Context: an optimization exercise on an open-source flow, tuned for small area. The choices shown serve that exercise and are no tape-out recipe.
In this exercise RTL edits were held to simulation tests only and were not proved equivalent to the original.
Power is estimated from default activity; no workload was simulated.

--- design/flow/config.mk ---
export PLATFORM = sky130hd
export DESIGN_NAME = tclir_engine
export DESIGN_NICKNAME = tclir_engine
export VERILOG_FILES = /design/flow/design.v
export SDC_FILE = /design/flow/constraint.sdc
export NUM_CORES = 4
export LEC_CHECK = 0
export CAP_MARGIN = 20
export CORE_MARGIN = 2
export CORE_UTILIZATION = 40
export CTS_BUF_LIST = sky130_fd_sc_hd__clkbuf_8
export CTS_CLUSTER_DIAMETER = 100
export CTS_CLUSTER_SIZE = 30
export SLEW_MARGIN = 20
--- design/flow/run.sh ---
#!/bin/bash
# synth_recipe.tcl (not shown) runs the flow's synth.tcl, then flattens the netlist and writes it again
# the make line also repeats each setting of config.mk as NAME=value (left out here)
make -C /OpenROAD-flow-scripts/flow DESIGN_CONFIG=/design/flow/config.mk WORK_HOME=/design/flow/orfs CLKGATE_MAP_FILE= SYNTH_SCRIPT=/design/flow/synth_recipe.tcl finish
--- design/flow/design.v ---
module tclir_engine (
    input  wire        clk,
    input  wire        rst,
    input  wire        cmd_valid,
    input  wire [31:0] cmd,
    output wire        ir_out,
    output wire        enc_idle,
    output reg         resp_valid,
    output reg  [3:0]  resp_op,
    output reg         resp_level_valid,
    output wire        resp_level,
    output reg         resp_value_valid,
    output wire [31:0] resp_value,
    output reg         resp_framing_error,
    output reg         resp_illegal
);
    wire [3:0] op      = cmd[31:28];
    wire [7:0] byte_in = cmd[7:0];
    wire z27_24 = (cmd[27:24] == 4'd0);
    wire z27_8  = z27_24 && (cmd[23:8] == 16'd0);
    wire z27_0  = z27_8 && (cmd[7:0] == 8'd0);
    wire is_nop  = (op == 4'h0) && z27_0;
    wire is_set  = (op == 4'h1) && z27_24;
    wire is_tick = (op == 4'h2) && z27_0;
    wire is_fx   = (op == 4'h3) && z27_8;
    wire is_ct   = (op == 4'h4) && z27_8;
    wire is_illegal = !(is_nop || is_set || is_tick || is_fx || is_ct);
    wire do_set  = cmd_valid && is_set;
    wire do_tick = cmd_valid && is_tick;
    wire do_fx   = cmd_valid && is_fx;
    wire do_ct   = cmd_valid && is_ct;
    wire eq53 = (byte_in == 8'h53);
    wire eq62 = (byte_in == 8'h62);
    wire eq63 = (byte_in == 8'h63);
    reg [7:0]  c;
    reg        frm;
    reg        ir;
    reg [23:0] pay;
    assign ir_out = ir;
    wire idle   = c[7] & ~c[6] & c[5] & c[3];
    wire in_pre = c[7] & c[6];
    wire in_bit = ~c[7] & ~(c[6] & c[5]);
    wire [4:0] bidx    = c[6:2];
    wire       cur_bit = pay[5'd23 - bidx];
    wire tick_act = do_tick & ~idle;
    wire mark_end = ir & (~in_pre | (c[4] & c[2] & c[1] & c[0]));
    wire c_low7   = c[2] & c[1] & c[0];
    wire trl_end  = ~ir & c[7] & ~c[6] & c[5] & c_low7;
    wire gap_end  = ~ir & ((c_low7 & c[7] & (c[6] | c[5])) |
                           (c[1] & c[0] & in_bit));
    wire pend     = tick_act & (mark_end | gap_end);
    wire emit_tk  = pend & ~(trl_end & frm);
    wire skip0    = ir & in_bit & ~cur_bit;
    always @(posedge clk) begin
        if (rst) begin
            c   <= 8'd168;
            ir  <= 1'b0;
        end else if (do_set) begin
            c   <= 8'd232;
            ir  <= 1'b1;
        end else if (tick_act) begin
            if (trl_end & ~frm)
                c <= 8'd232;
            else
                c <= c + {6'd0, skip0, 1'b1};
            if (emit_tk)
                ir <= ~ir;
        end
    end
    always @(posedge clk) begin
        if (do_set) begin
            frm <= 1'b0;
            pay <= cmd[23:0];
        end else if (tick_act & trl_end) begin
            frm <= 1'b1;
        end
    end
    assign enc_idle   = idle;
    assign resp_level = resp_level_valid & ir;
    reg        fd;
    reg [1:0]  fk;
    reg [23:0] fx_acc;
    wire fx_last = fd & fk[1] & fk[0];
    wire fx_emit = do_fx & fx_last;
    wire fx_err  = do_fx & ~fd & fk[0] & ~eq62;
    always @(posedge clk) begin
        if (rst) begin
            fd <= 1'b0;
            fk <= 2'd0;
        end else if (do_fx) begin
            if (fd) begin
                fk <= fk + 2'd1;
                if (fk == 2'd3)
                    fd <= 1'b0;
            end else if (fk[0]) begin
                fk <= 2'd0;
                fd <= eq62;
            end else begin
                fk[0] <= eq53;
            end
        end
    end
    always @(posedge clk) begin
        if (do_fx & fd & ~(fk[1] & fk[0]))
            fx_acc <= {byte_in, fx_acc[23:8]};
    end
    reg [1:0]  cs;
    reg [31:0] ct_acc;
    wire ct_recv  = cs[1];
    wire ct_magic = cs[0];
    wire ct_clr   = do_ct & ct_magic & eq62;
    wire ct_sh    = do_ct & ct_recv & byte_in[7];
    wire ct_emit  = do_ct & ct_recv & ~byte_in[7] & eq63;
    wire ct_err   = do_ct & (ct_recv ? (~byte_in[7] & ~eq63) :
                             ct_magic ? ~eq62 : ~eq53);
    always @(posedge clk) begin
        if (rst) begin
            cs <= 2'b00;
        end else if (do_ct) begin
            if (ct_recv)
                cs <= byte_in[7] ? 2'b10 : 2'b00;
            else if (ct_magic)
                cs <= eq62 ? 2'b10 : 2'b00;
            else
                cs <= eq53 ? 2'b01 : 2'b00;
        end
    end
    always @(posedge clk) begin
        if (ct_clr)
            ct_acc <= 32'd0;
        else if (ct_sh)
            ct_acc <= {ct_acc[24:0], byte_in[6:0]};
    end
    reg [7:0] rv_hi;
    always @(posedge clk) begin
        if (rst || !cmd_valid) begin
            resp_valid         <= 1'b0;
            resp_op            <= 4'd0;
            resp_level_valid   <= 1'b0;
            resp_value_valid   <= 1'b0;
            rv_hi              <= 8'd0;
            resp_framing_error <= 1'b0;
            resp_illegal       <= 1'b0;
        end else begin
            resp_valid         <= 1'b1;
            resp_op            <= op;
            resp_level_valid   <= do_set | emit_tk;
            resp_value_valid   <= fx_emit | ct_emit;
            rv_hi              <= ({8{fx_emit}} & byte_in) |
                                  ({8{ct_emit}} & ct_acc[31:24]);
            resp_framing_error <= fx_err | ct_err;
            resp_illegal       <= is_illegal;
        end
    end
    wire sel_fx = resp_value_valid & resp_op[0];
    wire sel_ct = resp_value_valid & ~resp_op[0];
    assign resp_value = {rv_hi,
                         ({24{sel_fx}} & fx_acc) | ({24{sel_ct}} & ct_acc[23:0])};
endmodule
--- design/flow/constraint.sdc ---
create_clock -name core_clock -period 5.0 [get_ports {clk}]
set_input_delay 1.0000 -clock core_clock [delete_from_list [all_inputs] [get_ports {clk}]]
set_output_delay 1.0000 -clock core_clock [all_outputs]
set_load 0.01 [all_outputs]
==> reports/summary.log, run 1 <==
INFO  layout         final_cell_area_excluding_filler_cells=5940um2
INFO  cts            clk_latency=0.37ns
INFO  sta            timing.final.max_slew_violations=0
INFO  floorplanning  die_width=114um
INFO  cts            cts_root_buf=sky130_fd_sc_hd__clkbuf_8
INFO  placed_design  dp_hpwl=7360um
INFO  critical_path  largest_fanout_of_any_net_on_the_critical_path=32
INFO  cts            post_cts_hold_buffer_count=0
INFO  logic_synthesis ys_seq_area_share=56.7%
INFO  cts            postCtsSetupRepairBufs=0
INFO  sta            report.final.hold_viol_count=0
INFO  global_route   pin_count_of_the_biggest_net_entering_global_routing=33
INFO  route          wirelength=10400um
INFO  global_route   wire_length_of_the_first_global_routing_pass=17100um
INFO  cts            post_cts_resize_count=0
INFO  logic_synthesis post_synth.cell_area_avg=11.6um2
INFO  logic_synthesis post_synth_xor_area_fraction=0.365%
INFO  logic_synthesis synth_area=4800um2
INFO  logic_synthesis synth-warning-count=1
INFO  logic_synthesis post-synth-top-area-fraction=30.0%
INFO  layout         final_layout_size_suffix_gt1_share=7.30%
INFO  layout         utilization=50.0%
INFO  critical_path  worstSetupStartpointType=input port
INFO  status         run_status=no timing/DRC/antenna violations
INFO  logic_synthesis synth_compound_area_share=6.54%
INFO  power          static-leakage-power=2.23nW
INFO  logic_synthesis postSynthRegisterBits=112
INFO  floorplanning  core_region_area=11900um2
INFO  logic_synthesis synth_mux_area_share=14.7%
INFO  cts            numCtsBuffers=9
INFO  logic_synthesis synth.area.top_cells=sky130_fd_sc_hd__edfxtp_1 (30%), sky130_fd_sc_hd__dfxtp_1 (27%), sky130_fd_sc_hd__mux2i_1 (12%), sky130_fd_sc_hd__nor2_1 (3.5%), sky130_fd_sc_hd__nor2b_1 (3.4%)
INFO  logic_synthesis synth.lib_cells_used.distinct=51
INFO  sta            timing.final.crit_share=69.2%
INFO  layout         multi_input_comb_area=1970um2
INFO  critical_path  cell_chain_of_the_critical_path=clkdlybuf4s50_1 > nor4_2 > or3b_1 > or4_2 > mux2i_1 > nor2_1
INFO  sta            clock_skew=0.00932ns
INFO  logic_synthesis adder_cell_share_of_the_synthesized_area=1.46%
INFO  route          route.detailed.drc=0
INFO  critical_path  timing.critical_path.to_type=register
INFO  cts            clkSlewWorstSetupHoldPaths=0.11ns
INFO  min_path       worst_hold_path_type=reg -> reg
INFO  logic_synthesis synth-main-ff-cell=sky130_fd_sc_hd__dfxtp_1
INFO  cts            cts.path.max_buffers=2
INFO  placed_design  place_area=5760um2
INFO  route          drt-initial-drc-count=152
INFO  layout         n_antenna_cell=0
INFO  logic_synthesis postSynthNetCount=453
INFO  power          power.density_cell_area=257nW/um2
INFO  floorplanning  start_util=40.5%
INFO  logic_synthesis synth_async_sr_flop_share=0%
INFO  power          irDropWorstVdd=0.116mV
INFO  layout         area_growth_syn_to_layout=23.5%
INFO  logic_synthesis synth_simple_gate_area_share=17.6%
INFO  route          post_route_ant_nets=0
INFO  placed_design  port_buffers=78
INFO  layout         final_nets=528
INFO  global_route   grt_use_total=17.0%
INFO  min_path       min_path_cells=0
INFO  floorplanning  die_y=114um
INFO  sta            final.min_clock_period=3.46ns
INFO  route          num_vias=3326
INFO  logic_synthesis synth_top_family_by_area=simple AND/OR/NAND/NOR gates
INFO  cts            cts_tree=done
INFO  critical_path  setup.worst_path.class=in -> reg
INFO  route          vias_per_cell=5.20
INFO  placed_design  routabilityCongestion=0.783
INFO  sta            timing.setup.tns=0ns
INFO  sta            timing.final.setup_violations=0
INFO  run            max_cap_violations=0
INFO  global_route   via_count_of_the_first_global_routing_pass=3358
INFO  critical_path  max_stage_delay=1.07ns
INFO  logic_synthesis synth_enable_flop_cells=48
INFO  layout         seq_cell_area=2720um2
INFO  sta            max_freq=289MHz
INFO  floorplanning  die_area=12900um2
INFO  logic_synthesis synth.largest_area_cell=sky130_fd_sc_hd__edfxtp_1
INFO  logic_synthesis synthesis.instances=413
INFO  sta            actual_slew_at_the_worst_max_slew_pin=0.976ns
INFO  floorplanning  floorplan.rows=40
INFO  power          design_power_total=1.53mW
INFO  sta            grt_setup_unrepaired=no
INFO  critical_path  worstRegToRegCells=10
INFO  route          dr.pass1.iters=4
INFO  layout         final.fill_count=1089
INFO  global_route   globalRouteOverflowTotal=0
INFO  critical_path  crit_path_top_delay_cell=sky130_fd_sc_hd__or4_2
INFO  cts            cts.sinks=112
INFO  floorplanning  top_level_ports=79
INFO  sta            worst_slew_margin_rel=34.9%
INFO  route          avgRoutedWirePerCell=16.2um
INFO  global_route   grt_antenna_before_repair=0
INFO  critical_path  worst-endpoint-required=5.24ns
INFO  cts            clock_tree.htree_level_count=3
INFO  critical_path  worst-endpoint-arrival=3.69ns
==> synth_stat cells, types with 3 or more instances <==
library cell,count
sky130_fd_sc_hd__clkbuf_1,15
sky130_fd_sc_hd__and2_1,6
sky130_fd_sc_hd__edfxtp_1,48
sky130_fd_sc_hd__mux2i_1,56
sky130_fd_sc_hd__mux4_2,6
sky130_fd_sc_hd__o31ai_1,3
sky130_fd_sc_hd__nand2_1,18
sky130_fd_sc_hd__nor3_1,5
sky130_fd_sc_hd__dfxtp_1,64
sky130_fd_sc_hd__ha_1,4
sky130_fd_sc_hd__or4_1,5
sky130_fd_sc_hd__a32o_1,8
sky130_fd_sc_hd__nor2_1,45
sky130_fd_sc_hd__buf_1,4
sky130_fd_sc_hd__or3_1,10
sky130_fd_sc_hd__nand4b_1,4
sky130_fd_sc_hd__nand3_1,7
sky130_fd_sc_hd__nor4_1,8
sky130_fd_sc_hd__a21oi_1,11
sky130_fd_sc_hd__nor2b_1,26
sky130_fd_sc_hd__inv_1,12
sky130_fd_sc_hd__o21ai_0,7
==> power by group <==
| group | leakage, nW | total (mW) | internal [mW] | switching [mW] |
|---|---|---|---|---|
| clock | 0.0969 | 0.504 | 0.198 | 0.307 |
| sequential | 0.948 | 0.953 | 0.952 | 0.000971 |
| combinational | 1.19 | 0.0684 | 0.0373 | 0.0311 |
==> routing by layer <==
| layer | GRT usage, % | vias up | wire length [um] |
|---|---|---|---|
| met3 | 2.76 | 8 | 353 |
| met5 | 0 | - | 0 |
| li1 | - | 1659 | - |
| met2 | 28.8 | 68 | 5050 |
| met1 | 22.1 | 1591 | 4890 |
| met4 | 6.02 | 0 | 96 |
==> state kept, by name, summed over array words and instances, names as in the netlist, 2 cells and up <==
name	cells
rv_hi	8
fk	2
resp_op	4
ct_acc	32
fx_acc	24
pay	24
c	8
cs	2
==> cell type report <==
cell class | instances | share of cell area, %
clock inverters | 6 | 0.717
repair buffers | 85 | 14.0
flip-flops and latches | 112 | 45.9
inverters | 12 | 0.759
multi-input cells | 268 | 33.2
well taps | 147 | 3.10
clock buffers | 10 | 2.32
==> layout by cell type (no fill, tap or decap), drive strengths merged, types with 2 or more instances in the layout <==
| cell | Yosys | layout |
|---|---|---|
| a211oi | 2 | 2 |
| a21boi | 2 | 2 |
| a21oi | 11 | 11 |
| a31oi | 2 | 2 |
| a32o | 8 | 8 |
| and2 | 6 | 6 |
| and3 | 2 | 2 |
| and3b | 2 | 2 |
| buf | 6 | 7 |
| clkbuf | 15 | 10 |
| clkdlybuf4s50 | 0 | 78 |
| clkinv | 0 | 4 |
| dfxtp | 64 | 64 |
| edfxtp | 48 | 48 |
| ha | 4 | 4 |
| inv | 12 | 14 |
| mux2i | 56 | 56 |
| mux4 | 6 | 6 |
| nand2 | 18 | 18 |
| nand2b | 2 | 2 |
| nand3 | 7 | 7 |
| nand3b | 2 | 2 |
| nand4 | 2 | 2 |
| nand4b | 4 | 4 |
| nor2 | 45 | 45 |
| nor2b | 26 | 26 |
| nor3 | 6 | 6 |
| nor3b | 2 | 2 |
| nor4 | 9 | 9 |
| nor4b | 2 | 2 |
| o2111ai | 2 | 2 |
| o21a | 2 | 2 |
| o21ai | 7 | 7 |
| o31ai | 3 | 3 |
| or3 | 10 | 10 |
| or4 | 5 | 5 |
| xnor2 | 2 | 2 |
==> cell families after synthesis <==
group                    Yosys count
AND/OR/NAND/NOR                  154
flip-flops                       112
multiplexers                      63
AO/OA/AOI/OAI                     44
buffers and inverters             33
adder cells (fa/ha/maj)            5
XOR/XNOR                           2
==> metrics by stage <==
| step | instances | hold WS [ns] | setup WS (ns) |
|---|---|---|---|
| 6_report | 640 | 0.457 | 1.54 |
| 5_1_grt | 640 | 0.476 | 1.31 |
| 4_1_cts | 640 | 0.459 | 1.51 |
| 3_5_place_dp | 624 | 0.434 | 1.11 |
| 3_3_place_gp | 624 | 0.426 | 1.14 |
| 2_1_floorplan | 413 | 0.426 | 0.779 |
==> worst max-delay path, delay by kind of cell <==
kind / cells / cell delay [ns]
AND/OR/NAND/NOR: 4 / 1.95
buffers and inverters: 1 / 0.41
multiplexers: 1 / 0.30
==> worst paths after layout <==
| check | start | endpoint | slack (ns) |
|---|---|---|---|
| max | cmd[25] | ct_acc[14] | 1.54 |
| min | fx_acc[16] | fx_acc[8] | 0.46 |
| min reg2reg | fx_acc[16] | fx_acc[8] | 0.46 |
| max reg2reg | c[2] | c[6] | 1.54 |
==> run 2: changes to the inputs <==
--- a/design/flow/config.mk
+++ b/design/flow/config.mk
@@ -9,6 +9,3 @@
 export CORE_MARGIN = 2
 export CORE_UTILIZATION = 40
-export CTS_BUF_LIST = sky130_fd_sc_hd__clkbuf_8
-export CTS_CLUSTER_DIAMETER = 100
-export CTS_CLUSTER_SIZE = 30
 export SLEW_MARGIN = 20
==> run 2 against run 1 <==
Still clean; synthesized cell count stayed put; setup slack worse by 0.025 ns; utilization is 0.85 points higher; combinational power hardly changed; cell area is 1.7% higher; via count is 0.66% higher; sequential power hardly changed; sequential cell count stayed put; worst hold slack worse by 0.0080 ns; die area stayed put; register-to-register slack hardly changed; critical path type unchanged; largest cell class unchanged.
==> reports/summary.log, run 2 <==
INFO  cts            numCtsBuffers=9
INFO  logic_synthesis synth_compound_area_share=6.54%
INFO  route          dr.pass1.iters=4
INFO  logic_synthesis postSynthRegisterBits=112
INFO  layout         most-common-layout-cells=sky130_fd_sc_hd__clkdlybuf4s50_1 (78), sky130_fd_sc_hd__dfxtp_1 (64), sky130_fd_sc_hd__mux2i_1 (56)
INFO  global_route   grt_antenna_before_repair=0
INFO  logic_synthesis synth_simple_gate_area_share=17.6%
INFO  logic_synthesis synth_mux_area_share=14.7%
INFO  logic_synthesis post_synth_xor_area_fraction=0.365%
INFO  sta            timing.setup.tns=0ns
INFO  layout         final.fill_count=1080
INFO  cts            postCtsSetupRepairBufs=0
INFO  floorplanning  die_area=12900um2
INFO  layout         final_layout_size_suffix_gt1_share=7.30%
INFO  placed_design  dp_hpwl=7360um
INFO  logic_synthesis synth.area.top_cells=sky130_fd_sc_hd__edfxtp_1 (30%), sky130_fd_sc_hd__dfxtp_1 (27%), sky130_fd_sc_hd__mux2i_1 (12%), sky130_fd_sc_hd__nor2_1 (3.5%), sky130_fd_sc_hd__nor2b_1 (3.4%)
INFO  critical_path  worst-endpoint-arrival=3.69ns
INFO  logic_synthesis post_synth.cell_area_avg=11.6um2
INFO  logic_synthesis synth-warning-count=1
INFO  route          route.detailed.drc=0
INFO  cts            clkSlewWorstSetupHoldPaths=0.07ns
INFO  logic_synthesis synth.lib_cells_used.distinct=51
INFO  cts            clock_tree.htree_level_count=3
INFO  logic_synthesis synth.largest_area_cell=sky130_fd_sc_hd__edfxtp_1
INFO  logic_synthesis synth_enable_flop_cells=48
INFO  route          drt-initial-drc-count=164
INFO  logic_synthesis post-synth-top-area-fraction=30.0%
INFO  critical_path  worstSetupStartpointType=input port
INFO  min_path       worst_hold_path_type=reg -> reg
INFO  logic_synthesis synth_async_sr_flop_share=0%
INFO  cts            clk_latency=0.34ns
INFO  logic_synthesis ys_seq_area_share=56.7%
INFO  route          num_vias=3348
INFO  sta            clock_skew=0.00569ns
INFO  logic_synthesis synth_top_family_by_area=simple AND/OR/NAND/NOR gates
INFO  logic_synthesis synth-main-ff-cell=sky130_fd_sc_hd__dfxtp_1
INFO  sta            timing.final.max_slew_violations=0
INFO  sta            timing.final.crit_share=69.7%
INFO  layout         largest-register=ct_acc
INFO  power          design_power_total=1.71mW
INFO  power          static-leakage-power=2.28nW
INFO  cts            cts_tree=done
INFO  global_route   globalRouteOverflowTotal=0
INFO  logic_synthesis postSynthNetCount=453
INFO  sta            report.final.hold_viol_count=0
INFO  power          power.density_cell_area=282nW/um2
INFO  global_route   pin_count_of_the_biggest_net_entering_global_routing=33
INFO  layout         largest_reg_flops=32
INFO  critical_path  largest_fanout_of_any_net_on_the_critical_path=32
INFO  global_route   via_count_of_the_first_global_routing_pass=3361
INFO  sta            fin_hold_ws=0.449ns
INFO  layout         seq_cell_area=2720um2
INFO  route          avgRoutedWirePerCell=16.5um
INFO  cts            cts.path.max_buffers=2
INFO  sta            grt_setup_unrepaired=no
INFO  status         run_status=no timing/DRC/antenna violations
INFO  critical_path  worst-endpoint-required=5.20ns
INFO  floorplanning  start_util=40.5%
INFO  sta            actual_slew_at_the_worst_max_slew_pin=0.962ns
INFO  floorplanning  floorplan.rows=40
INFO  cts            cts_root_buf=sky130_fd_sc_hd__clkbuf_16
INFO  layout         n_antenna_cell=0
INFO  logic_synthesis yosysMostFrequentCell=sky130_fd_sc_hd__dfxtp_1
INFO  floorplanning  top_level_ports=79
INFO  sta            max_freq=287MHz
INFO  critical_path  timing.critical_path.to_type=register
INFO  logic_synthesis synth_area=4800um2
INFO  run            max_cap_violations=0
INFO  sta            worst_slew_margin_rel=35.8%
INFO  layout         area_growth_syn_to_layout=25.7%
INFO  global_route   grt_use_total=17.2%
INFO  route          post_route_ant_nets=0
INFO  logic_synthesis adder_cell_share_of_the_synthesized_area=1.46%
INFO  layout         final_nets=528
INFO  placed_design  port_buffers=78
INFO  cts            post_cts_hold_buffer_count=0
INFO  cts            post_cts_resize_count=0
INFO  global_route   wire_length_of_the_first_global_routing_pass=17200um
INFO  sta            final.min_clock_period=3.48ns
INFO  floorplanning  die_y=114um
INFO  route          wirelength=10500um
INFO  layout         most_frequent_standard_cell_in_the_layout_excluding_fill_and_tap_cells=sky130_fd_sc_hd__clkdlybuf4s50_1
INFO  route          vias_per_cell=5.23
INFO  cts            cts.sinks=112
INFO  layout         multi_input_comb_area=1970um2
INFO  logic_synthesis synth_common_cells=sky130_fd_sc_hd__dfxtp_1 (64), sky130_fd_sc_hd__mux2i_1 (56), sky130_fd_sc_hd__edfxtp_1 (48)
INFO  floorplanning  core_region_area=11900um2
INFO  placed_design  routabilityCongestion=0.783
INFO  sta            timing.final.setup_violations=0
INFO  logic_synthesis synthesis.instances=413
INFO  floorplanning  die_width=114um
INFO  critical_path  setup.worst_path.class=in -> reg
INFO  power          irDropWorstVdd=0.154mV
INFO  layout         top_flop_regs=ct_acc x32, fx_acc x24, pay x24
run 2: cells by family (layout without fill, tap and decap cells):
family,Yosys count,after routing
AND/OR/NAND/NOR,154,154
flip-flops,112,112
multiplexers,63,63
AO/OA/AOI/OAI,44,44
buffers and inverters,33,113
adder cells (fa/ha/maj),5,5
XOR/XNOR,2,2
run 2: final cells by class:
class / count / share of cell area [%]
Timing Repair Buffer: 85 / 13.8
Tap cell: 147 / 3.05
Clock buffer: 10 / 3.96
Sequential cell: 112 / 45.1
Clock inverter: 6 / 0.705
Multi-Input combinational cell: 268 / 32.6
Inverter: 12 / 0.746
run 2: final timing paths:
path	start	to	slack, ns	cells after the start
worst max-delay path	cmd[25]	ct_acc[14]	1.52	6
worst min-delay path	fx_acc[23]	fx_acc[15]	0.45	0
worst max register to register	c[2]	c[6]	1.54	10
worst min register to register	fx_acc[23]	fx_acc[15]	0.45	0
run 2: layer usage:
| layer | vias up | routed length [um] | GRT usage (%) |
|---|---|---|---|
| met3 | 10 | 339 | 3.24 |
| met1 | 1611 | 4910 | 22.1 |
| li1 | 1654 | - | - |
| met2 | 73 | 5130 | 28.9 |
| met4 | 0 | 150 | 6.50 |
| met5 | - | 0 | 0 |
run 2: where the power goes:
group	switching, mW	internal, mW	leakage [nW]
sequential	0.000984	0.952	0.948
combinational	0.0313	0.0373	1.19
clock	0.329	0.354	0.143
run 2: critical path: stages:
cell and delay, ns:
sky130_fd_sc_hd__clkdlybuf4s50_1 0.41, sky130_fd_sc_hd__nor4_2 0.30, sky130_fd_sc_hd__or3b_1 0.52, sky130_fd_sc_hd__or4_2 1.07
sky130_fd_sc_hd__mux2i_1 0.30, sky130_fd_sc_hd__nor2_1 0.06
run 2: stage by stage:
step	instance area (um2)	utilization [%]	std cells	worst slack, ns
2_1_floorplan	4800	-	413	0.779
4_1_cts	6040	50.9	640	1.47
5_1_grt	6040	50.9	640	1.31
3_3_place_gp	5760	48.5	624	1.14
6_report	6040	50.9	640	1.52
3_5_place_dp	5760	48.5	624	1.11
==> run 3: changes to the inputs <==
--- a/design/flow/config.mk
+++ b/design/flow/config.mk
@@ -9,3 +9,6 @@
 export CORE_MARGIN = 2
 export CORE_UTILIZATION = 40
+export CTS_BUF_LIST = sky130_fd_sc_hd__clkbuf_16
+export CTS_CLUSTER_DIAMETER = 200
+export CTS_CLUSTER_SIZE = 60
 export SLEW_MARGIN = 20
==> run 3 against run 2 <==
Sequential share of layout area is 0.075 points higher; worst hold slack better by 0.0014 ns; sequential power hardly changed; register-to-register slack better by 0.02 ns; area after synthesis stayed put; sequential cell count stayed put; largest cell class unchanged.
==> reports/summary.log, run 3 <==
INFO  min_path       worst_hold_path_type=reg -> reg
INFO  logic_synthesis yosysMostFrequentCell=sky130_fd_sc_hd__dfxtp_1
INFO  cts            numCtsBuffers=9
INFO  layout         final_cell_area_excluding_filler_cells=6030um2
INFO  critical_path  setup.worst_path.class=in -> reg
INFO  critical_path  crit_path_start=cmd[25]
INFO  global_route   via_count_of_the_first_global_routing_pass=3364
INFO  critical_path  cell_chain_of_the_critical_path=clkdlybuf4s50_1 > nor4_2 > or3b_1 > or4_2 > mux2i_1 > nor2_1
INFO  sta            grt_setup_unrepaired=no
INFO  power          net_switching_power=359uW
INFO  global_route   globalRouteOverflowTotal=0
INFO  logic_synthesis postSynthRegisterBits=112
INFO  layout         most-common-layout-cells=sky130_fd_sc_hd__clkdlybuf4s50_1 (78), sky130_fd_sc_hd__dfxtp_1 (64), sky130_fd_sc_hd__mux2i_1 (56)
INFO  floorplanning  top_level_ports=79
INFO  sta            timing.final.max_slew_violations=0
INFO  route          post_route_ant_nets=0
INFO  cts            postCtsSetupRepairBufs=0
INFO  sta            final.min_clock_period=3.49ns
INFO  placed_design  routabilityCongestion=0.783
INFO  power          power_frac_seq=56.5%
INFO  layout         final_nets=528
INFO  logic_synthesis postSynthNetCount=453
INFO  status         run_status=no timing/DRC/antenna violations
INFO  sta            worst_slack=1.51ns
INFO  route          wirelength=10500um
INFO  floorplanning  core_region_area=11900um2
INFO  logic_synthesis synth_enable_flop_cells=48
INFO  floorplanning  die_width=114um
INFO  layout         final_layout_size_suffix_gt1_share=7.10%
INFO  critical_path  worstRegToRegCells=10
INFO  placed_design  dp_hpwl=7360um
INFO  critical_path  worst-endpoint-arrival=3.70ns
INFO  cts            cts_tree=done
INFO  power          static-leakage-power=2.27nW
INFO  layout         most_frequent_standard_cell_in_the_layout_excluding_fill_and_tap_cells=sky130_fd_sc_hd__clkdlybuf4s50_1
INFO  cts            clkSlewWorstSetupHoldPaths=0.07ns
INFO  critical_path  timing.critical_path.to_type=register
INFO  cts            post_cts_resize_count=0
INFO  layout         largest-register=ct_acc
INFO  sta            worst_slew_margin_rel=34.4%
INFO  layout         final_cell_count_no_fill=640
INFO  layout         n_antenna_cell=0
INFO  power          power_frac_clock=39.4%
INFO  route          avgRoutedWirePerCell=16.3um
INFO  critical_path  crit_path_top_delay_cell=sky130_fd_sc_hd__or4_2
INFO  placed_design  place_area=5760um2
INFO  sta            timing.setup.tns=0ns
INFO  power          switching_share=21.3%
INFO  logic_synthesis synth.area.top_cells=sky130_fd_sc_hd__edfxtp_1 (30%), sky130_fd_sc_hd__dfxtp_1 (27%), sky130_fd_sc_hd__mux2i_1 (12%), sky130_fd_sc_hd__nor2_1 (3.5%), sky130_fd_sc_hd__nor2b_1 (3.4%)
INFO  cts            cts.sinks=112
INFO  critical_path  timing.reg2reg.setup_slack=1.56ns
INFO  layout         largest_reg_flops=32
INFO  logic_synthesis synthesis.instances=413
INFO  placed_design  port_buffers=78
INFO  logic_synthesis synth.largest_area_cell=sky130_fd_sc_hd__edfxtp_1
INFO  power          irDropWorstVdd=0.153mV
INFO  cts            cts_root_buf=sky130_fd_sc_hd__clkbuf_16
INFO  sta            report.final.hold_viol_count=0
INFO  route          vias_per_cell=5.21
INFO  sta            timing.final.crit_share=69.9%
INFO  critical_path  worst-endpoint-required=5.20ns
INFO  floorplanning  floorplan.rows=40
INFO  floorplanning  die_y=114um
INFO  logic_synthesis post_synth.cell_area_avg=11.6um2
INFO  logic_synthesis synth.lib_cells_used.distinct=51
INFO  global_route   wire_length_of_the_first_global_routing_pass=17200um
INFO  power          power.density_cell_area=280nW/um2
INFO  placed_design  detailedPlace.worstSlack=1.11ns
INFO  cts            post_cts_hold_buffer_count=0
INFO  layout         top_flop_regs=ct_acc x32, fx_acc x24, pay x24
INFO  floorplanning  die_area=12900um2
INFO  sta            max_freq=286MHz
INFO  sta            timing.final.setup_violations=0
INFO  route          num_vias=3336
INFO  power          power.combinational.fraction=4.1%
INFO  route          drt-initial-drc-count=171
INFO  logic_synthesis synth_common_cells=sky130_fd_sc_hd__dfxtp_1 (64), sky130_fd_sc_hd__mux2i_1 (56), sky130_fd_sc_hd__edfxtp_1 (48)
INFO  sta            clock_skew=0.00591ns
INFO  sta            actual_slew_at_the_worst_max_slew_pin=0.985ns
INFO  critical_path  rr_startpoint=c[2]
INFO  global_route   pin_count_of_the_biggest_net_entering_global_routing=33
INFO  cts            clk_latency=0.34ns
INFO  route          dr.pass1.iters=4
INFO  layout         final.fill_count=1081
INFO  logic_synthesis synth-warning-count=1
INFO  cts            cts.path.max_buffers=2
INFO  global_route   grt_use_total=17.2%
INFO  logic_synthesis synth-main-ff-cell=sky130_fd_sc_hd__dfxtp_1
INFO  critical_path  setup.worst_path.end=ct_acc[14]
INFO  global_route   grt_antenna_before_repair=0
INFO  logic_synthesis post-synth-top-area-fraction=30.0%
INFO  placed_design  dpl.cell_count=624
INFO  route          route.detailed.drc=0
INFO  power          cellInternalPower=1.33mW
INFO  power          design_power_total=1.69mW
INFO  layout         area_growth_syn_to_layout=25.4%
INFO  logic_synthesis synth_area=4800um2
INFO  cts            clock_tree.htree_level_count=3
INFO  critical_path  max_stage_delay=1.08ns
INFO  floorplanning  start_util=40.5%
INFO  run            max_cap_violations=0
INFO  critical_path  regToRegEndpoint=c[6]
INFO  logic_synthesis synth_async_sr_flop_share=0%
INFO  critical_path  largest_fanout_of_any_net_on_the_critical_path=32
INFO  critical_path  worstSetupStartpointType=input port
INFO  logic_synthesis ys_seq_area_share=56.7%
## run 3: power by group through the flow
stage | sequential (mW) | clock [mW] | combinational, mW
detailed placement | 0.974 | 0 | 0.0689
finish | 0.953 | 0.665 | 0.0686
global placement | 0.974 | 0 | 0.0684
global route | 0.953 | 0.724 | 0.0737
CTS | 0.953 | 0.687 | 0.0692
floorplan | 0.976 | 0 | 0.0203
## run 3: how the worst min path moves through the flow
stage | endpoint | cells past startpoint | startpoint
5_1_grt | fx_acc[12] | 0 | fx_acc[20]
2_1_floorplan | fx_acc[0] | 0 | fx_acc[8]
3_3_place_gp | fx_acc[7] | 0 | fx_acc[15]
3_5_place_dp | fx_acc[15] | 0 | fx_acc[23]
4_1_cts | fx_acc[15] | 0 | fx_acc[23]
6_report | fx_acc[15] | 0 | fx_acc[23]
## run 3: per-stage QoR
stage / hold slack (ns) / utilization [%]
after floorplan: 0.426 / -
after global placement: 0.426 / 48.5
after detailed placement: 0.434 / 48.5
after CTS: 0.451 / 50.8
after global routing: 0.468 / 50.8
final: 0.451 / 50.8
## run 3: layout make-up
class	count	area, um2	share of cell area [%]
sequential	112	2720	45.2
clock inverter	7	46.3	0.768
multi-input combinational	268	1970	32.7
timing repair buffer	85	833	13.8
inverter	12	45.0	0.747
tap	147	184	3.05
clock buffer	9	225	3.74
## run 3: critical path: cells and delay by family
kind	cells	cell delay (ns)
buf+inv	1	0.41
mux	1	0.31
simple gates	4	1.96
## run 3: cells by family after synthesis
logic type	synth area share, %
AO/OA/AOI/OAI	6.54
XOR/XNOR	0.365
adder cells (fa/ha/maj)	1.46
buffers and inverters	2.63
flip-flops	56.7
multiplexers	14.7
AND/OR/NAND/NOR	17.6
## run 3: metal layers
| metal | global-route usage [%] | up-vias | share of wire [%] |
|---|---|---|---|
| li1 | - | 1656 | - |
| met3 | 3.24 | 13 | 3.4 |
| met1 | 22.2 | 1595 | 47 |
| met5 | 0 | - | 0 |
| met2 | 28.8 | 72 | 48 |
| met4 | 6.50 | 0 | 1.6 |
==> run 4: changes to the inputs <==
--- a/design/flow/design.v
+++ b/design/flow/design.v
@@ -126,10 +126,16 @@
         end
     end
-    always @(posedge clk) begin
-        if (ct_clr)
-            ct_acc <= 32'd0;
-        else if (ct_sh)
-            ct_acc <= {ct_acc[24:0], byte_in[6:0]};
-    end
+    wire        ct_keep  = ~(ct_sh | ct_clr);
+    wire [31:0] ct_shv   = {ct_acc[24:0], byte_in[6:0]};
+    wire [31:0] ct_acc_d;
+    genvar gi;
+    generate
+        for (gi = 0; gi < 32; gi = gi + 1) begin : g_ct
+            tclir_ao22 u_ao (.a1(ct_sh), .a2(ct_shv[gi]), .b1(ct_keep), .b2(ct_acc[gi]),
+                             .y(ct_acc_d[gi]));
+        end
+    endgenerate
+    always @(posedge clk)
+        ct_acc <= ct_acc_d;
     reg [7:0] rv_hi;
     always @(posedge clk) begin
@@ -155,5 +161,20 @@
     wire sel_fx = resp_value_valid & resp_op[0];
     wire sel_ct = resp_value_valid & ~resp_op[0];
-    assign resp_value = {rv_hi,
-                         ({24{sel_fx}} & fx_acc) | ({24{sel_ct}} & ct_acc[23:0])};
+    wire [23:0] rv_lo;
+    generate
+        for (gi = 0; gi < 24; gi = gi + 1) begin : g_rv
+            tclir_ao22 u_ao (.a1(sel_fx), .a2(fx_acc[gi]), .b1(sel_ct), .b2(ct_acc[gi]),
+                             .y(rv_lo[gi]));
+        end
+    endgenerate
+    assign resp_value = {rv_hi, rv_lo};
 endmodule
+module tclir_ao22 (
+    input  wire a1,
+    input  wire a2,
+    input  wire b1,
+    input  wire b2,
+    output wire y
+);
+    assign y = (a1 & a2) | (b1 & b2);
+endmodule
--- a/design/flow/config.mk
+++ b/design/flow/config.mk
@@ -9,6 +9,5 @@
 export CORE_MARGIN = 2
 export CORE_UTILIZATION = 40
-export CTS_BUF_LIST = sky130_fd_sc_hd__clkbuf_16
-export CTS_CLUSTER_DIAMETER = 200
-export CTS_CLUSTER_SIZE = 60
+export CTS_BUF_LIST = sky130_fd_sc_hd__clkbuf_8
 export SLEW_MARGIN = 20
+export SYNTH_HIERARCHICAL = 1
==> run 4 against run 3 <==
Sequential cell count is the same; area after synthesis shrank 6.7%; worst hold slack lost 0.00078 ns; first-iteration DRC count shrank 1.2%; non-clock buffer count is the same; utilization grew 1.1 points; clock skew grew 0.012 ns; sequential share of layout area grew 3.0 points; critical path depth shrank 3; setup slack gained 0.13 ns; largest power group unchanged; fmax grew 3.8%.
==> reports/summary.log, run 4 <==
INFO  status         run_status=no timing/DRC/antenna violations
INFO  layout         final.fill_count=987
INFO  route          avgRoutedWirePerCell=17.9um
INFO  floorplanning  die_width=110um
INFO  layout         most-common-layout-cells=sky130_fd_sc_hd__clkdlybuf4s50_1 (78), sky130_fd_sc_hd__a22o_1 (64), sky130_fd_sc_hd__dfxtp_1 (64)
INFO  cts            clock_tree.htree_level_count=3
INFO  logic_synthesis synth.area.top_cells=sky130_fd_sc_hd__edfxtp_1 (32%), sky130_fd_sc_hd__dfxtp_1 (29%), sky130_fd_sc_hd__a22o_1 (13%), sky130_fd_sc_hd__mux4_2 (3.0%), sky130_fd_sc_hd__nand2_1 (2.0%)
INFO  cts            cts.sinks=112
INFO  route          wirelength=10400um
INFO  critical_path  worst-endpoint-required=4.00ns
INFO  logic_synthesis synthesis.instances=350
INFO  route          post_route_ant_nets=0
INFO  logic_synthesis ys_seq_area_share=60.8%
INFO  cts            post_cts_hold_buffer_count=0
INFO  sta            grt_setup_unrepaired=no
INFO  layout         area_growth_syn_to_layout=26.2%
INFO  power          static-leakage-power=1.92nW
INFO  sta            timing.setup.tns=0ns
INFO  route          route.detailed.drc=0
INFO  logic_synthesis synth.lib_cells_used.distinct=50
INFO  logic_synthesis synth_enable_flop_cells=48
INFO  power          irDropWorstVdd=0.168mV
INFO  floorplanning  top_level_ports=79
INFO  logic_synthesis synth_common_cells=sky130_fd_sc_hd__a22o_1 (64), sky130_fd_sc_hd__dfxtp_1 (64), sky130_fd_sc_hd__edfxtp_1 (48)
INFO  floorplanning  die_y=110um
INFO  layout         final_cell_count_no_fill=583
INFO  layout         seq_cell_area=2720um2
INFO  cts            clkSlewWorstSetupHoldPaths=0.12ns
INFO  logic_synthesis synth_mux_area_share=3.24%
INFO  layout         most_frequent_standard_cell_in_the_layout_excluding_fill_and_tap_cells=sky130_fd_sc_hd__clkdlybuf4s50_1
INFO  placed_design  dpl.cell_count=567
INFO  cts            clk_latency=0.37ns
INFO  placed_design  detailedPlace.worstSlack=1.31ns
INFO  logic_synthesis post_synth_xor_area_fraction=0%
INFO  floorplanning  start_util=41.2%
INFO  layout         largest_reg_flops=32
INFO  logic_synthesis synth_compound_area_share=19.0%
INFO  logic_synthesis postSynthNetCount=390
INFO  floorplanning  core_region_area=10900um2
INFO  critical_path  setup.worst_path.class=reg -> out
INFO  layout         final_cell_area_excluding_filler_cells=5650um2
INFO  critical_path  cell_chain_of_the_critical_path=and2_1 > a22o_1 > clkdlybuf4s50_1
INFO  cts            numCtsBuffers=9
INFO  global_route   wire_length_of_the_first_global_routing_pass=16800um
INFO  cts            cts.path.max_buffers=2
INFO  cts            cts_tree=done
INFO  run            max_cap_violations=0
INFO  sta            timing.final.crit_share=67.4%
INFO  floorplanning  floorplan.rows=38
INFO  logic_synthesis synth_top_family_by_area=compound AO/OA/AOI/OAI gates
INFO  layout         largest-register=ct_acc
INFO  power          power.density_cell_area=272nW/um2
INFO  cts            cts_root_buf=sky130_fd_sc_hd__clkbuf_8
INFO  global_route   pin_count_of_the_biggest_net_entering_global_routing=33
INFO  power          design_power_total=1.54mW
INFO  placed_design  routabilityCongestion=0.780
INFO  layout         utilization=51.9%
INFO  min_path       worst_hold_path_type=reg -> reg
INFO  sta            actual_slew_at_the_worst_max_slew_pin=1.03ns
INFO  global_route   grt_antenna_before_repair=0
INFO  global_route   globalRouteOverflowTotal=0
INFO  global_route   via_count_of_the_first_global_routing_pass=3093
INFO  critical_path  worst-endpoint-arrival=2.37ns
INFO  logic_synthesis synth.largest_area_cell=sky130_fd_sc_hd__edfxtp_1
INFO  sta            worst_slack=1.63ns
INFO  route          num_vias=3271
INFO  critical_path  worstSetupStartpointType=register
INFO  critical_path  largest_fanout_of_any_net_on_the_critical_path=24
INFO  sta            timing.final.setup_violations=0
INFO  logic_synthesis synth_simple_gate_area_share=13.9%
INFO  logic_synthesis post_synth.cell_area_avg=12.8um2
INFO  sta            clock_skew=0.0181ns
INFO  route          dr.pass1.iters=4
INFO  logic_synthesis synth_async_sr_flop_share=0%
INFO  sta            fin_hold_ws=0.450ns
INFO  global_route   grt_use_total=18.4%
INFO  placed_design  dp_hpwl=7340um
INFO  route          drt-initial-drc-count=169
INFO  floorplanning  die_area=12100um2
INFO  route          vias_per_cell=5.61
INFO  critical_path  timing.critical_path.max_delay_family=simple AND/OR/NAND/NOR gates
INFO  cts            post_cts_resize_count=0
INFO  logic_synthesis post-synth-top-area-fraction=32.2%
INFO  placed_design  place_area=5460um2
INFO  sta            max_freq=297MHz
INFO  logic_synthesis adder_cell_share_of_the_synthesized_area=1.56%
INFO  logic_synthesis synth-main-ff-cell=sky130_fd_sc_hd__dfxtp_1
INFO  layout         multi_input_comb_area=1690um2
INFO  layout         n_antenna_cell=0
INFO  cts            postCtsSetupRepairBufs=0
INFO  placed_design  port_buffers=78
INFO  sta            final.min_clock_period=3.37ns
INFO  critical_path  crit_path_top_delay_cell=sky130_fd_sc_hd__and2_1
INFO  layout         top_flop_regs=ct_acc x32, fx_acc x24, pay x24
INFO  critical_path  timing.critical_path.to_type=output pin
INFO  critical_path  max_stage_delay=0.79ns
INFO  layout         final_layout_size_suffix_gt1_share=9.71%
INFO  sta            report.final.hold_viol_count=0
INFO  logic_synthesis synth_area=4480um2
INFO  sta            worst_slew_margin_rel=31.3%
INFO  layout         final_nets=478
INFO  sta            timing.final.max_slew_violations=0
INFO  logic_synthesis synth-warning-count=7
INFO  logic_synthesis postSynthRegisterBits=112
INFO  critical_path  worstPathBufferInverterCount=1
## run 4: cell count changes in the layout (fill, tap and decap cells not counted), sizes merged, moves of 3 or more
cell,delta
a31oi,+6
nor2,-35
and2,+3
or3,-5
and4,+4
a22o,+64
nand2,+6
mux2i,-55
a32o,-8
a21oi,+3
nor2b,-25
## run 4: Yosys stat by module (local to each module, per instance)
| module | times used | cell area (um2) | cells inside |
|---|---|---|---|
| tclir_engine | 1 | 3990 | 294 |
| tclir_ao22 | 56 | 8.76 | 1 |
## run 4: report_power, final
group          internal [mW]  switching [mW]  leakage (nW)  total, mW
Clock                  0.196           0.327         0.102      0.523
Combinational         0.0335          0.0281         0.874     0.0617
Sequential             0.952        0.000825         0.948      0.953
Total                   1.18           0.356          1.92       1.54
## run 4: cells by family after synthesis
kind of cell    after synthesis
compound gates              109
fa+ha+maj                     5
buf+inv                      18
flops                       112
mux                           7
simple gates                 99
## run 4: layout make-up
| cell class | count | share of cell area (%) |
|---|---|---|
| clock inverters | 7 | 1.28 |
| well taps | 140 | 3.10 |
| flip-flops and latches | 112 | 48.2 |
| multi-input cells | 220 | 29.9 |
| repair buffers | 85 | 14.7 |
| inverters | 10 | 0.664 |
| clock buffers | 9 | 2.19 |
## run 4: worst paths after layout
path,start,to,slack (ns),cells past startpoint
setup reg to reg,c[2],c[6],1.68,9
hold reg to reg,fx_acc[14],fx_acc[6],0.45,0
setup / recovery,resp_op[0],resp_value[18],1.63,3
hold / removal,fx_acc[14],fx_acc[6],0.45,0
## run 4: per-layer routing
metal / wire (um) / vias to the layer above / track usage [%] / share of wire [%]
met5: 0 / - / 0 / 0
met2: 4710 / 99 / 27.0 / 45
met4: 119 / 0 / 6.24 / 1.1
li1: - / 1582 / - / -
met3: 518 / 11 / 3.26 / 5.0
met1: 5060 / 1579 / 27.4 / 49
==> run 5: changes to the inputs <==
==> design/flow/flow/run.sh (new file) <==
#!/bin/bash
# Standard layout, with the port buffers made from the smallest buffer cell.
set -euo pipefail
export BUFFER_PORTS_ARGS="-buffer_cell sky130_fd_sc_hd__buf_1"
bash standard.sh finish > standard_flow.log 2>&1
==> design/flow/standard.sh (new file) <==
#!/bin/bash
# synth_recipe.tcl (not shown) runs the flow's synth.tcl, then flattens the netlist and writes it again
# the make line also repeats each setting of config.mk as NAME=value (left out here)
make -C /OpenROAD-flow-scripts/flow DESIGN_CONFIG=/design/flow/config.mk WORK_HOME=/design/flow/orfs CLKGATE_MAP_FILE= SYNTH_SCRIPT=/design/flow/synth_recipe.tcl "${@:-finish}"
removed: design/flow/run.sh
==> run 5 against run 4 <==
Area after synthesis is the same; clock power grew 4.2%; critical path depth grew 6; register-to-register slack gained 0.05 ns; utilization shrank 4.3 points; sequential cell count is the same; highest routed layer unchanged.
==> reports/summary.log, run 5 <==
INFO  route          wirelength=10300um
INFO  placed_design  dpl.cell_count=565
INFO  layout         largest-register=ct_acc
INFO  sta            report.final.hold_viol_count=0
INFO  sta            grt_setup_unrepaired=no
INFO  layout         most-common-layout-cells=sky130_fd_sc_hd__buf_1 (78), sky130_fd_sc_hd__a22o_1 (64), sky130_fd_sc_hd__dfxtp_1 (64)
INFO  layout         top_flop_regs=ct_acc x32, fx_acc x24, pay x24
INFO  global_route   grt_antenna_before_repair=0
INFO  run            max_cap_violations=0
INFO  logic_synthesis ys_seq_area_share=60.8%
INFO  layout         utilization=47.6%
INFO  global_route   pin_count_of_the_biggest_net_entering_global_routing=33
INFO  cts            clk_latency=0.38ns
INFO  logic_synthesis synth-main-ff-cell=sky130_fd_sc_hd__dfxtp_1
INFO  layout         final_nets=477
INFO  route          avgRoutedWirePerCell=17.7um
INFO  logic_synthesis synth_enable_flop_cells=48
INFO  layout         n_antenna_cell=0
INFO  route          dr.pass1.iters=4
INFO  sta            timing.setup.tns=0ns
INFO  cts            cts_root_buf=sky130_fd_sc_hd__clkbuf_8
INFO  logic_synthesis synth_area=4480um2
INFO  sta            timing.final.setup_violations=0
INFO  power          irDropWorstVdd=0.140mV
INFO  power          static-leakage-power=1.73nW
INFO  cts            clkSlewWorstSetupHoldPaths=0.12ns
INFO  sta            clock_skew=0.0140ns
INFO  min_path       origin_of_the_worst_min_delay_path=fx_acc[10]
INFO  power          power.density_cell_area=297nW/um2
INFO  layout         most_frequent_standard_cell_in_the_layout_excluding_fill_and_tap_cells=sky130_fd_sc_hd__buf_1
INFO  logic_synthesis postSynthNetCount=390
INFO  cts            cts_tree=done
INFO  floorplanning  die_width=110um
INFO  floorplanning  start_util=41.2%
INFO  route          post_route_ant_nets=0
INFO  critical_path  regToRegEndpoint=c[6]
INFO  placed_design  port_buffers=78
INFO  global_route   grt_use_total=18.3%
INFO  critical_path  largest_fanout_of_any_net_on_the_critical_path=13
INFO  critical_path  worst-endpoint-required=5.30ns
INFO  critical_path  worst-endpoint-arrival=3.57ns
INFO  cts            post_cts_hold_buffer_count=0
INFO  floorplanning  core_region_area=10900um2
INFO  route          vias_per_cell=5.67
INFO  floorplanning  die_y=110um
INFO  global_route   via_count_of_the_first_global_routing_pass=3240
INFO  critical_path  worstRegToRegCells=9
INFO  logic_synthesis post-synth-top-area-fraction=32.2%
INFO  layout         final_layout_size_suffix_gt1_share=9.73%
INFO  logic_synthesis post_synth.cell_area_avg=12.8um2
INFO  logic_synthesis synth.area.top_cells=sky130_fd_sc_hd__edfxtp_1 (32%), sky130_fd_sc_hd__dfxtp_1 (29%), sky130_fd_sc_hd__a22o_1 (13%), sky130_fd_sc_hd__mux4_2 (3.0%), sky130_fd_sc_hd__nand2_1 (2.0%)
INFO  logic_synthesis synth_common_cells=sky130_fd_sc_hd__a22o_1 (64), sky130_fd_sc_hd__dfxtp_1 (64), sky130_fd_sc_hd__edfxtp_1 (48)
INFO  min_path       min_path_cells=0
INFO  critical_path  timing.critical_path.to_type=register
INFO  logic_synthesis synth.largest_area_cell=sky130_fd_sc_hd__edfxtp_1
INFO  sta            actual_slew_at_the_worst_max_slew_pin=1.08ns
INFO  cts            numCtsBuffers=9
INFO  cts            cts.sinks=112
INFO  placed_design  dp_hpwl=7200um
INFO  floorplanning  top_level_ports=79
INFO  route          num_vias=3301
INFO  layout         area_growth_syn_to_layout=15.6%
INFO  logic_synthesis synth.lib_cells_used.distinct=50
INFO  min_path       hold_path_end=fx_acc[2]
INFO  critical_path  timing.reg2reg.setup_slack=1.73ns
INFO  cts            post_cts_resize_count=0
INFO  sta            timing.final.crit_share=65.4%
INFO  critical_path  worstSetupStartpointType=register
INFO  route          drt-initial-drc-count=194
INFO  logic_synthesis synth-warning-count=7
INFO  route          route.detailed.drc=0
INFO  sta            worst_slew_margin_rel=27.7%
INFO  sta            timing.final.max_slew_violations=0
INFO  logic_synthesis synth_async_sr_flop_share=0%
INFO  global_route   wire_length_of_the_first_global_routing_pass=16700um
INFO  min_path       worst_hold_path_type=reg -> reg
INFO  logic_synthesis synthesis.instances=350
INFO  sta            final.min_clock_period=3.27ns
INFO  critical_path  setup.worst_path.class=reg -> reg
INFO  global_route   globalRouteOverflowTotal=0
INFO  floorplanning  die_area=12100um2
INFO  logic_synthesis postSynthRegisterBits=112
INFO  placed_design  routabilityCongestion=0.896
INFO  layout         largest_reg_flops=32
INFO  cts            clock_tree.htree_level_count=3
INFO  cts            postCtsSetupRepairBufs=0
INFO  cts            cts.path.max_buffers=2
INFO  critical_path  rr_startpoint=c[2]
INFO  sta            max_freq=306MHz
INFO  floorplanning  floorplan.rows=38
INFO  status         run_status=no timing/DRC/antenna violations
INFO  layout         final_cell_count_no_fill=582
-- run 5: layout make-up --
cell class / count / area, um2
Timing Repair Buffer: 84 / 345
Inverter: 10 / 37.5
Sequential cell: 112 / 2720
Clock buffer: 9 / 124
Clock inverter: 7 / 81.3
Multi-Input combinational cell: 220 / 1700
Tap cell: 140 / 175
Fill cell: 992 / 5710
-- run 5: through the flow --
stage	hold WS, ns	total power, mW	instance area, um2	setup slack (ns)
2_1_floorplan	0.427	0.986	4480	1.63
3_3_place_gp	0.430	1.01	4960	1.68
3_5_place_dp	0.437	1.01	4960	1.64
4_1_cts	0.458	1.55	5170	1.71
5_1_grt	0.467	1.59	5180	1.38
6_report	0.457	1.54	5180	1.73
-- run 5: modules after synthesis, one instance, submodules excluded --
module        area (um2)  copies in the design
tclir_ao22          8.76                    56
tclir_engine        3990                     1
-- run 5: worst max-delay path, stage by stage (launching register included) --
cell and delay (ns):
sky130_fd_sc_hd__dfxtp_1 0.72, sky130_fd_sc_hd__mux4_2 0.59, sky130_fd_sc_hd__nand2_1 0.08, sky130_fd_sc_hd__nand2_1 0.05
sky130_fd_sc_hd__a21oi_1 0.18, sky130_fd_sc_hd__o2111ai_1 0.15, sky130_fd_sc_hd__fa_1 0.47, sky130_fd_sc_hd__or4_1 0.49
sky130_fd_sc_hd__or3_1 0.31, sky130_fd_sc_hd__a31oi_1 0.15
-- run 5: worst max-delay path by stage --
stage	cells after the start	start	to
floorplan	6	cmd[9]	ct_acc[0]
global placement	6	cmd[21]	ct_acc[28]
detailed placement	6	cmd[9]	ct_acc[27]
CTS	9	c[2]	c[6]
global route	9	c[2]	c[6]
finish	9	c[2]	c[6]
-- run 5: kinds of logic after synthesis --
group,Yosys count,share of synthesized area (%)
buffers and inverters,18,1.59
adder cells (fa/ha/maj),5,1.56
flip-flops,112,60.8
multiplexers,7,3.24
AO/OA/AOI/OAI,109,19.0
AND/OR/NAND/NOR,99,13.9
-- run 5: per-layer routing --
metal / global-route usage (%) / wire (um)
met4: 6.06 / 158
met3: 3.20 / 439
met1: 26.7 / 5020
met2: 27.4 / 4670
met5: 0 / 0
-- run 5: power by group --
group	internal [mW]	switching [mW]	leakage (nW)
combinational	0.0127	0.0276	0.680
clock	0.202	0.343	0.105
sequential	0.952	0.000997	0.948

==> re-timing with driven ports <==
No port has a modelled driver above. Below, the same layouts with a new extraction and two added sets of constraints. Step 1, drivers: a clkbuf_16 drives clk and a buf_2 each remaining input, both assumed. Step 2 times the ports against the registers' clock, not the clock port: input delays grow and output delays shrink by t, the midpoint of the rising clock arrivals with the driver on. Slacks: ideal / step 1 / step 2; pairs: ideal / step 1.
| run | shift t [ns] | setup slack, ns | worst setup path at the end | latest minus earliest clock arrival (ns) |
|---|---|---|---|---|
| run 1 | 0.399 | 1.542 / 1.543 / 1.155 | input to register | 0.009 / 0.009 |
| run 2 | 0.380 | 1.516 / 1.534 / 1.154 | input to register | 0.006 / 0.006 |
| run 3 | 0.381 | 1.506 / 1.524 / 1.143 | input to register | 0.006 / 0.007 |
| run 4 | 0.394 | 1.632 / 1.600 / 1.328 | input to register | 0.022 / 0.022 |
| run 5 | 0.403 | 1.731 / 1.731 / 1.718 | input to register | 0.014 / 0.014 |
After both steps every run listed still meets setup and hold. The setup slack of run 1, which loses most, moves by +0.001 ns with the drivers and by -0.387 ns with both steps.
